From an optimization exercise on the open Yosys and OpenROAD flow, aimed at small area; shortcuts taken in it are not production practice. The RTL was checked by simulation tests, not by an equivalence proof against the original design. No activity file was given, so power comes from the tool's default toggle rates.

## flow/config.mk

```make
export PLATFORM = sky130hd
export DESIGN_NAME = flex_frame
export DESIGN_NICKNAME = flex_frame
export VERILOG_FILES = /design/flow/design.v
export SDC_FILE = /design/flow/constraint.sdc
export NUM_CORES = 4
export LEC_CHECK = 0
export CAP_MARGIN = 20
export CORE_MARGIN = 2
export CORE_UTILIZATION = 40
export PLACE_DENSITY = 0.6
export SLEW_MARGIN = 20
```

## flow/constraint.sdc

```tcl
create_clock -name core_clock -period 40.0 [get_ports {clk}]
set_input_delay 8.0000 -clock core_clock [delete_from_list [all_inputs] [get_ports {clk}]]
set_output_delay 8.0000 -clock core_clock [all_outputs]
set_load 0.01 [all_outputs]
```

## flow/design.v

```verilog
module gf32_mul (
    input  wire [4:0] a,
    input  wire [4:0] b,
    output reg  [4:0] y
);
    reg [8:0] p;
    integer i;
    always @* begin
        p = 9'd0;
        for (i = 0; i < 5; i = i + 1)
            if (b[i]) p = p ^ ({4'd0, a} << i);
        for (i = 8; i >= 5; i = i - 1)
            if (p[i]) p = p ^ (9'b000100101 << (i - 5));
        y = p[4:0];
    end
endmodule
module gf32_inv (
    input  wire [4:0] a,
    output reg  [4:0] inv
);
    always @* begin
        case (a)
            5'd1: inv = 5'd1;
            5'd2: inv = 5'd18;
            5'd3: inv = 5'd28;
            5'd4: inv = 5'd9;
            5'd5: inv = 5'd23;
            5'd6: inv = 5'd14;
            5'd7: inv = 5'd12;
            5'd8: inv = 5'd22;
            5'd9: inv = 5'd4;
            5'd10: inv = 5'd25;
            5'd11: inv = 5'd16;
            5'd12: inv = 5'd7;
            5'd13: inv = 5'd15;
            5'd14: inv = 5'd6;
            5'd15: inv = 5'd13;
            5'd16: inv = 5'd11;
            5'd17: inv = 5'd24;
            5'd18: inv = 5'd2;
            5'd19: inv = 5'd29;
            5'd20: inv = 5'd30;
            5'd21: inv = 5'd26;
            5'd22: inv = 5'd8;
            5'd23: inv = 5'd5;
            5'd24: inv = 5'd17;
            5'd25: inv = 5'd10;
            5'd26: inv = 5'd21;
            5'd27: inv = 5'd31;
            5'd28: inv = 5'd3;
            5'd29: inv = 5'd19;
            5'd30: inv = 5'd20;
            5'd31: inv = 5'd27;
            default: inv = 5'd0;
        endcase
    end
endmodule
module gf32_log (
    input  wire [4:0] a,
    output reg  [4:0] lg
);
    always @* begin
        case (a)
            5'd1: lg = 5'd0;
            5'd2: lg = 5'd1;
            5'd3: lg = 5'd18;
            5'd4: lg = 5'd2;
            5'd5: lg = 5'd5;
            5'd6: lg = 5'd19;
            5'd7: lg = 5'd11;
            5'd8: lg = 5'd3;
            5'd9: lg = 5'd29;
            5'd10: lg = 5'd6;
            5'd11: lg = 5'd27;
            5'd12: lg = 5'd20;
            5'd13: lg = 5'd8;
            5'd14: lg = 5'd12;
            5'd15: lg = 5'd23;
            5'd16: lg = 5'd4;
            5'd17: lg = 5'd10;
            5'd18: lg = 5'd30;
            5'd19: lg = 5'd17;
            5'd20: lg = 5'd7;
            5'd21: lg = 5'd22;
            5'd22: lg = 5'd28;
            5'd23: lg = 5'd26;
            5'd24: lg = 5'd21;
            5'd25: lg = 5'd25;
            5'd26: lg = 5'd9;
            5'd27: lg = 5'd16;
            5'd28: lg = 5'd13;
            5'd29: lg = 5'd14;
            5'd30: lg = 5'd24;
            5'd31: lg = 5'd15;
            default: lg = 5'd0;
        endcase
    end
endmodule
module bch_fix (
    input  wire [31:0] word,
    output reg  [31:0] fixed,
    output reg         ok,
    output reg  [1:0]  nfix
);
    function [4:0] mul_a;
        input [4:0] v;
        mul_a = {v[3:0], 1'b0} ^ (v[4] ? 5'b00101 : 5'b00000);
    endfunction
    reg [4:0] s1, s3, p1, p3;
    integer   j;
    always @* begin
        s1 = 5'd0; s3 = 5'd0; p1 = 5'd1; p3 = 5'd1;
        for (j = 0; j < 31; j = j + 1) begin
            if (word[30 - j]) begin
                s1 = s1 ^ p1;
                s3 = s3 ^ p3;
            end
            p1 = mul_a(p1);
            p3 = mul_a(mul_a(mul_a(p3)));
        end
    end
    wire [4:0] s2, s1cube, aux, aux_inv, elp1, elp2, s1_log;
    gf32_mul u_sq   (.a(s1), .b(s1),      .y(s2));
    gf32_mul u_cube (.a(s2), .b(s1),      .y(s1cube));
    assign aux = s1cube ^ s3;
    gf32_inv u_inv  (.a(aux), .inv(aux_inv));
    gf32_mul u_elp1 (.a(s2), .b(aux_inv), .y(elp1));
    gf32_mul u_elp2 (.a(s1), .b(aux_inv), .y(elp2));
    gf32_log u_log  (.a(s1), .lg(s1_log));
    reg [30:0] rmask;
    reg [5:0]  nroots;
    reg [4:0]  t1, t2;
    integer    i;
    always @* begin
        rmask  = 31'd0;
        nroots = 6'd0;
        t1 = elp1;
        t2 = elp2;
        for (i = 1; i <= 31; i = i + 1) begin
            t1 = mul_a(t1);
            t2 = mul_a(mul_a(t2));
            if ((5'd1 ^ t1 ^ t2) == 5'd0) begin
                rmask[30 - (i % 31)] = 1'b1;
                nroots = nroots + 6'd1;
            end
        end
    end
    always @* begin
        if (s1 == 5'd0 && s3 == 5'd0) begin
            fixed = {1'b0, word[30:0]};
            ok    = 1'b1;
            nfix  = 2'd0;
        end else if (s1 == 5'd0) begin
            fixed = word;
            ok    = 1'b0;
            nfix  = 2'd0;
        end else if (s3 == s1cube) begin
            fixed = {1'b0, word[30:0] ^ (31'h40000000 >> s1_log)};
            ok    = 1'b1;
            nfix  = 2'd1;
        end else if (nroots == 6'd2) begin
            fixed = {1'b0, word[30:0] ^ rmask};
            ok    = 1'b1;
            nfix  = 2'd2;
        end else begin
            fixed = word;
            ok    = 1'b0;
            nfix  = 2'd0;
        end
    end
endmodule
module sync_match (
    input  wire [63:0] b,
    output wire        hit
);
    wire [31:0] mdiff = b[47:16] ^ 32'hA6C6AAAA;
    wire [15:0] cdiff = b[63:48] ^ ~b[15:0];
    reg [5:0] mdist;
    reg [4:0] cdist;
    integer   i;
    always @* begin
        mdist = 6'd0;
        for (i = 0; i < 32; i = i + 1) mdist = mdist + {5'd0, mdiff[i]};
        cdist = 5'd0;
        for (i = 0; i < 16; i = i + 1) cdist = cdist + {4'd0, cdiff[i]};
    end
    assign hit = (mdist < 6'd4) && (cdist < 5'd4);
endmodule
module flex_frame (
    input  wire        clk,
    input  wire        rst,
    input  wire        sym_valid,
    input  wire [1:0]  sym,
    output reg  [1:0]  state,        
    output reg         ev_sync,
    output reg         ev_fiw_ok,
    output reg         ev_fiw_rej,
    output reg         ev_frame,
    output reg  [31:0] ev_info,
    output reg  [1:0]  ev_aux,
    output reg         wd_valid_a,   
    output reg         wd_valid_b,   
    output reg         wd_cd,        
    output reg  [6:0]  wd_idx,
    output reg  [31:0] wd_word_a,
    output reg  [31:0] wd_word_b
);
    localparam [1:0] ST_SYNC1 = 2'd0, ST_FIW = 2'd1, ST_SYNC2 = 2'd2, ST_DATA = 2'd3;
    reg [63:0] sync_buf;
    reg        pol;           
    reg [15:0] sync_code;
    reg        baud32;        
    reg        lev4;          
    reg [5:0]  fiw_count;
    reg [31:0] fiw_raw;
    reg [3:0]  cycle_no;
    reg [6:0]  frame_no;
    reg [6:0]  sync2_count;
    reg [12:0] data_count;
    reg [11:0] dbc;           
    reg        toggle;        
    reg [3:0]  idle_seen;     
    reg [31:0] pb [0:31];      
    wire [1:0] r     = pol ? (2'd3 - sym) : sym;
    wire       bit_a = r[1];
    wire       bit_b = r[1] ^ r[0];
    wire [63:0] nbuf = {sync_buf[62:0], (sym < 2'd2)};
    wire hit_n, hit_i;
    sync_match u_match_n (.b(nbuf),  .hit(hit_n));
    sync_match u_match_i (.b(~nbuf), .hit(hit_i));
    wire        found    = hit_n | hit_i;
    wire        new_pol  = !hit_n;
    wire [15:0] new_code = hit_n ? nbuf[63:48] : ~nbuf[63:48];
    function automatic [4:0] dist16;
        input [15:0] a;
        input [15:0] b;
        integer k;
        begin
            dist16 = 5'd0;
            for (k = 0; k < 16; k = k + 1) dist16 = dist16 + {4'd0, a[k] ^ b[k]};
        end
    endfunction
    reg       m_known, m_baud32, m_lev4;
    always @* begin
        m_known = 1'b1;
        if (dist16(new_code, 16'h870C) <= 5'd3)      begin m_baud32 = 1'b0; m_lev4 = 1'b0; end
        else if (dist16(new_code, 16'hB068) <= 5'd3) begin m_baud32 = 1'b0; m_lev4 = 1'b1; end
        else if (dist16(new_code, 16'h7B18) <= 5'd3) begin m_baud32 = 1'b1; m_lev4 = 1'b0; end
        else if (dist16(new_code, 16'hDEA0) <= 5'd3) begin m_baud32 = 1'b1; m_lev4 = 1'b1; end
        else if (dist16(new_code, 16'h4C7C) <= 5'd3) begin m_baud32 = 1'b1; m_lev4 = 1'b1; end
        else begin m_baud32 = 1'b0; m_lev4 = 1'b0; m_known = 1'b0; end
    end
    wire [5:0]  fiw_count_n = fiw_count + 6'd1;
    wire [31:0] fiw_shift   = (fiw_count_n > 6'd16) ? {bit_a, fiw_raw[31:1]} : fiw_raw;
    wire [31:0] fiw_fixed;
    wire        fiw_ok;
    wire [1:0]  fiw_nfix;
    bch_fix u_bch (.word(fiw_shift), .fixed(fiw_fixed), .ok(fiw_ok), .nfix(fiw_nfix));
    wire [3:0]  fiw_sum = fiw_fixed[3:0] + fiw_fixed[7:4] + fiw_fixed[11:8] +
                          fiw_fixed[15:12] + fiw_fixed[19:16] + {3'd0, fiw_fixed[20]};
    wire       tog      = baud32 ? toggle : 1'b0;       
    wire [2:0] wsel     = dbc[2:0];
    wire [4:0] bitpos   = dbc[7:3];
    wire [6:0] idx      = {dbc[11:8], dbc[2:0]};
    wire [1:0] pa       = tog ? 2'd2 : 2'd0;
    wire [1:0] pbx      = tog ? 2'd3 : 2'd1;
    wire [31:0] wa_new  = {bit_a, pb[{pa, wsel}][31:1]};
    wire [31:0] wb_new  = {bit_b, pb[{pbx, wsel}][31:1]};
    wire       last_bit = (dbc[7:0] == 8'hFF);
    wire       idle_a   = last_bit && (wa_new == 32'h0 || wa_new == 32'hFFFFFFFF);
    wire       idle_b   = last_bit && lev4 && (wb_new == 32'h0 || wb_new == 32'hFFFFFFFF);
    wire       tog_n    = tog ? 1'b0 : baud32;
    wire [11:0] dbc_n   = (!baud32 || !tog_n) ? dbc + 12'd1 : dbc;
    wire [12:0] data_count_n = data_count + 13'd1;
    reg [3:0] idle_seen_n;
    always @* begin
        idle_seen_n = idle_seen;
        if (idle_a) idle_seen_n[pa]  = 1'b1;
        if (idle_b) idle_seen_n[pbx] = 1'b1;
    end
    wire full = (data_count_n == (baud32 ? 13'd5632 : 13'd2816));
    reg  all_idle;
    always @* begin
        case ({baud32, lev4})
            2'b00: all_idle = idle_seen_n[0];
            2'b01: all_idle = idle_seen_n[0] & idle_seen_n[1];
            2'b10: all_idle = idle_seen_n[0] & idle_seen_n[2];
            default: all_idle = &idle_seen_n;
        endcase
    end
    always @(posedge clk) begin
        if (rst) begin
            state       <= ST_SYNC1;
            sync_buf    <= 64'd0;
            pol         <= 1'b0;
            sync_code   <= 16'd0;
            baud32      <= 1'b0;
            lev4        <= 1'b0;
            fiw_count   <= 6'd0;
            fiw_raw     <= 32'd0;
            cycle_no    <= 4'd0;
            frame_no    <= 7'd0;
            sync2_count <= 7'd0;
            data_count  <= 13'd0;
            dbc         <= 12'd0;
            toggle      <= 1'b0;
            idle_seen   <= 4'd0;
            ev_sync     <= 1'b0;
            ev_fiw_ok   <= 1'b0;
            ev_fiw_rej  <= 1'b0;
            ev_frame    <= 1'b0;
            ev_info     <= 32'd0;
            ev_aux      <= 2'd0;
            wd_valid_a  <= 1'b0;
            wd_valid_b  <= 1'b0;
            wd_cd       <= 1'b0;
            wd_idx      <= 7'd0;
            wd_word_a   <= 32'd0;
            wd_word_b   <= 32'd0;
        end else begin
            ev_sync    <= 1'b0;
            ev_fiw_ok  <= 1'b0;
            ev_fiw_rej <= 1'b0;
            ev_frame   <= 1'b0;
            wd_valid_a <= 1'b0;
            wd_valid_b <= 1'b0;
            if (sym_valid) begin
                case (state)
                    ST_SYNC1: begin
                        sync_buf <= nbuf;
                        if (found) begin
                            pol        <= new_pol;
                            sync_code  <= new_code;
                            baud32     <= m_baud32;
                            lev4       <= m_lev4;
                            fiw_count  <= 6'd0;
                            fiw_raw    <= 32'd0;
                            state      <= ST_FIW;
                            ev_sync    <= 1'b1;
                            ev_info    <= {12'd0, m_known, m_lev4, m_baud32, new_pol, new_code};
                            ev_aux     <= 2'd0;
                        end
                    end
                    ST_FIW: begin
                        fiw_count <= fiw_count_n;
                        fiw_raw   <= fiw_shift;
                        if (fiw_count_n == 6'd48) begin
                            if (!fiw_ok) begin
                                ev_fiw_rej <= 1'b1;
                                ev_info    <= fiw_shift;
                                ev_aux     <= 2'd0;
                                state      <= ST_SYNC1;
                            end else begin
                                fiw_raw <= fiw_fixed;
                                if (fiw_sum != 4'hF) begin
                                    ev_fiw_rej <= 1'b1;
                                    ev_info    <= fiw_fixed;
                                    ev_aux     <= 2'd1;
                                    state      <= ST_SYNC1;
                                end else begin
                                    cycle_no    <= fiw_fixed[7:4];
                                    frame_no    <= fiw_fixed[14:8];
                                    ev_fiw_ok   <= 1'b1;
                                    ev_info     <= fiw_fixed;
                                    ev_aux      <= fiw_nfix;
                                    sync2_count <= 7'd0;
                                    state       <= ST_SYNC2;
                                end
                            end
                        end
                    end
                    ST_SYNC2: begin
                        sync2_count <= sync2_count + 7'd1;
                        if (sync2_count + 7'd1 == (baud32 ? 7'd80 : 7'd40)) begin
                            idle_seen  <= 4'd0;
                            toggle     <= 1'b0;
                            dbc        <= 12'd0;
                            data_count <= 13'd0;
                            state      <= ST_DATA;
                        end
                    end
                    ST_DATA: begin
                        pb[{pa, wsel}] <= wa_new;
                        if (lev4) pb[{pbx, wsel}] <= wb_new;
                        idle_seen  <= idle_seen_n;
                        toggle     <= tog_n;
                        dbc        <= dbc_n;
                        data_count <= data_count_n;
                        if (bitpos == 5'd31) begin
                            wd_valid_a <= 1'b1;
                            wd_valid_b <= lev4;
                            wd_cd      <= tog;
                            wd_idx     <= idx;
                            wd_word_a  <= wa_new;
                            wd_word_b  <= wb_new;
                        end
                        if (full || all_idle) begin
                            ev_frame <= 1'b1;
                            ev_info  <= {18'd0, lev4, baud32, pol, cycle_no, frame_no};
                            ev_aux   <= {all_idle, full};
                            state    <= ST_SYNC1;
                        end
                    end
                endcase
            end
        end
    end
endmodule
```

## flow/run.sh

```bash
#!/bin/bash
# synth_recipe.tcl (not shown) runs the flow's synth.tcl, then flattens the netlist and writes it again
# the make line also repeats each setting of config.mk as NAME=value (left out here)
make -C /OpenROAD-flow-scripts/flow DESIGN_CONFIG=/design/flow/config.mk WORK_HOME=/design/flow/orfs CLKGATE_MAP_FILE= SYNTH_SCRIPT=/design/flow/synth_recipe.tcl finish
```

==> impl_metrics.csv <==
group,metric,value,unit
detailed_routing,vias,40500,
cells_and_area,area_growth,12.2,%
timing,final_max_slew_viol_count,0,
worst_setup_path,crit_fanout,49,
min_path,whs_path_depth,2,
clocking,numCtsBuffers,132,
yosys,ys_ff_latch,1258,
yosys,ys_top_cells_by_area,"edfxtp_1, mux4_2, dfxtp_1",
yosys,synth_edf_count,992,
worst_setup_path,required,40680,ps
detailed_routing,routed_wl,167000,um
timing,relSlewSlack,28.7,%
yosys,synth_area_leader_cell,"edfxtp_1",
global_route,grt_pass1_vias,40300,
cells_and_area,diodes,0,
clocking,cts_resized,0,
worst_setup_path,crit_path_end,"frame_no[6]",
detailed_routing,drcViolationCount,0,
pwr,power,2.60,mW
cells_and_area,final_cells,7222,
clocking,root_buffer,"clkbuf_16",
timing,max_freq,28.8,MHz
yosys,synthTopCellsByCount,"edfxtp_1, nand2_1, xnor2_1",
min_path,hold_path_class,"flip-flop to flip-flop",
die,dieArea,168000,um^2
placed_design,dp_hpwl,105000,um
cells_and_area,drive_above_1_share,15.2,%
placed_design,portBuffers,118,
timing,fin_crit,34680,ps
worst_setup_path,r2r_slack,5320,ps
timing,rsz0062_at_grt,"no",
global_route,grt.overflow.total,0,
timing,setup_viol,0,
die,io_pins,119,
clocking,path_clk_slew,60,ps
yosys,ys_seq_area_share,53.4,%
detailed_routing,drt_iter0_markers,3773,
clocking,cts_tree,"built",
outcome,status,"finished clean",
yosys,syn-instance-count,4872,
die,core_area,163000,um^2
worst_setup_path,crit_arrival,35360,ps
worst_setup_path,r2r_cells,141,
yosys,synth_cell_types,122,
worst_setup_path,reg2reg_to,"frame_no[6]",
run,maxCapViolations,0,
yosys,syn_area_per_cell,13.5,um^2
global_route,grt_first_pass_wirelength,254000,um
pwr,power_density,35.2,nW/um^2
global_route,grt_start_max_net_pins,157,
die,dieHeight,409,um
yosys,syn-num-nets,5108,
detailed_routing,dr.pass1.iters,6,
worst_setup_path,endpoint_kind,"flip-flop",
clocking,holdBufCountCts,0,
worst_setup_path,max_stage_delay,990,ps
timing,clock_skew,52.6,ps
detailed_routing,ant_nets,0,
clocking,insertion_delay,770,ps
die,die_w,409,um
cells_and_area,fin_nets,5172,
placed_design,globalplace.congestion,0.879,
timing,finalHoldViolCount,0,
yosys,synth.cell_area,65800,um^2
detailed_routing,detail_route.wl_per_cell,23.2,um
worst_setup_path,crit_type,"flip-flop to flip-flop",
detailed_routing,via_per_inst,5.61,
worst_setup_path,r2r_start,"fiw_count[0]",
yosys,yosysWarnings,6,
timing,tightest_slew,1060,ps
die,row_count,148,
die,initial_core_util,40.4,%
pwr,p_leak,24.6,nW
clocking,cts_max_path_buffers,3,
timing,fin_ws,5320,ps
clocking,htree_num_levels,4,
placed_design,post-place-ws,5650,ps
timing,timing.hold.ws,452,ps
timing,period_share,86.7,%
yosys,async_reset_ff_share,0,%
yosys,yosysTopAreaCellShare,45.3,%
worst_setup_path,cpMostUsedCell,"ha_1",
yosys,yosysMostFrequentCell,"edfxtp_1",
global_route,grt_antenna_before_repair,1,
timing,setup_tns,0,ps
placed_design,dpl.cell_count,6977,
clocking,clock-sinks,1258,
global_route,grt_usage,19.8,%
worst_setup_path,crit_path_start_kind,"flip-flop",
yosys,ys.flop_type,"edfxtp_1",
pwr,ir_drop,0.0000434,V
worst_setup_path,critPathSlowestCell,"xnor3_1",
clocking,post_cts_buffers,0,
worst_setup_path,crit_start,"fiw_count[0]",
[final cells by class]
type / count / area (um^2)
Clock buffer: 171 / 3540
Clock inverter: 74 / 726
Fill cell: 14600 / 89100
Inverter: 190 / 713
Multi-Input combinational cell: 3137 / 29000
Sequential cell: 1258 / 35100
Tap cell: 2175 / 2720
Timing Repair Buffer: 217 / 1940
[flip-flops by register name, summed over array words and instances, names as in the netlist, 12 cells and up, named ones only]
| name | cells |
|---|---|
| pb | 992 |
| ev_info | 32 |
| wd_word_a | 32 |
| wd_word_b | 32 |
| fiw_raw | 32 |
| sync_buf | 63 |
| dbc | 12 |
| data_count | 13 |
[through the flow]
stage               utilization [%]  area (um^2)
floorplan                         -        65800
global placement               42.7        69500
detailed placement             42.7        69500
CTS                            45.3        73800
global route                   45.3        73800
finish                         45.3        73800
[layer usage]
layer / global-route usage [%] / vias to the layer above / wire [um] / part of all wire (%)
met5: 0 / - / 16 / 0.0096
met4: 5.44 / 2 / 4020 / 2.4
met3: 2.48 / 236 / 9660 / 5.8
met2: 32.2 / 1352 / 80200 / 48
met1: 27.8 / 20700 / 73500 / 44
li1: - / 18200 / - / -
[worst max-delay path: cells and delay by family (launching register included)]
family | cells | cell delay [ps]
compound gates | 35 | 6800
xor+xnor | 13 | 3720
fa+ha+maj | 36 | 11690
buf+inv | 11 | 1870
flops | 1 | 450
mux | 7 | 1850
simple gates | 39 | 8180
[where the power goes]
group | internal [mW] | switching [mW]
registers | 1.39 | 0.000143
logic | 0.00260 | 0.0105
clock network | 0.669 | 0.527
total | 2.06 | 0.538
[worst min path at each step]
stage                     to           from  slack, ps
2_1_floorplan    frame_no[6]    frame_no[6]        440
3_3_place_gp   wd_word_b[21]  wd_word_b[21]        440
3_5_place_dp   wd_word_a[23]  wd_word_a[23]        450
4_1_cts         wd_word_a[1]   wd_word_a[1]        450
5_1_grt        wd_word_b[29]  wd_word_b[29]        470
6_report       wd_word_a[23]  wd_word_a[23]        450
[kinds of logic (layout without fill, tap and decap cells)]
kind of cell / after synthesis / count (layout) / synth area share (%)
muxes: 417 / 417 / 12.3
xor gates and xnor gates: 602 / 602 / 10.5
and+or+nand+nor: 1247 / 1247 / 8.90
AOI/OAI and AO/OA: 639 / 639 / 6.42
adders and majority gates: 232 / 232 / 5.55
buffers and inverters: 477 / 652 / 2.91
DFF: 1258 / 1258 / 53.4
[cells in the final DEF, fill, tap and decap left out, drive strengths merged, types with 76 or more instances in the layout]
cell type	count
buf	99
nor2	282
clkdlybuf4s50	117
xor2	157
xnor3	83
nand2	488
dfxtp	266
clkbuf	172
inv	192
ha	131
edfxtp	992
a21oi	241
mux4	311
nand3	76
nor3	107
fa	100
mux2i	92
o21ai	119
xnor2	344

[static timing again, ports no longer ideal]
In the flow no input, the clock included, has a driving cell. The finished layout below was timed again as built, in two steps. Step 1 sets driving cells, clkbuf_16 on the clock port and buf_2 on the other inputs (assumed; they add their load-dependent delay and slew). Step 2 times the ports against the registers' clock, not the clock port: input delays grow and output delays shrink by t, the midpoint of the rising clock arrivals with the driver on. Slacks: ideal ports / drivers / drivers and shift; pairs: ideal ports / drivers.
shift t [ns]: 0.826
setup WS [ns]: 5.319 / 5.319 / 5.319
latest minus earliest clock arrival (ns): 0.056 / 0.055
After both steps setup and hold are still met in this run. For this run, drivers alone change the setup slack by 0.000 ns; drivers and shift together by 0.000 ns.
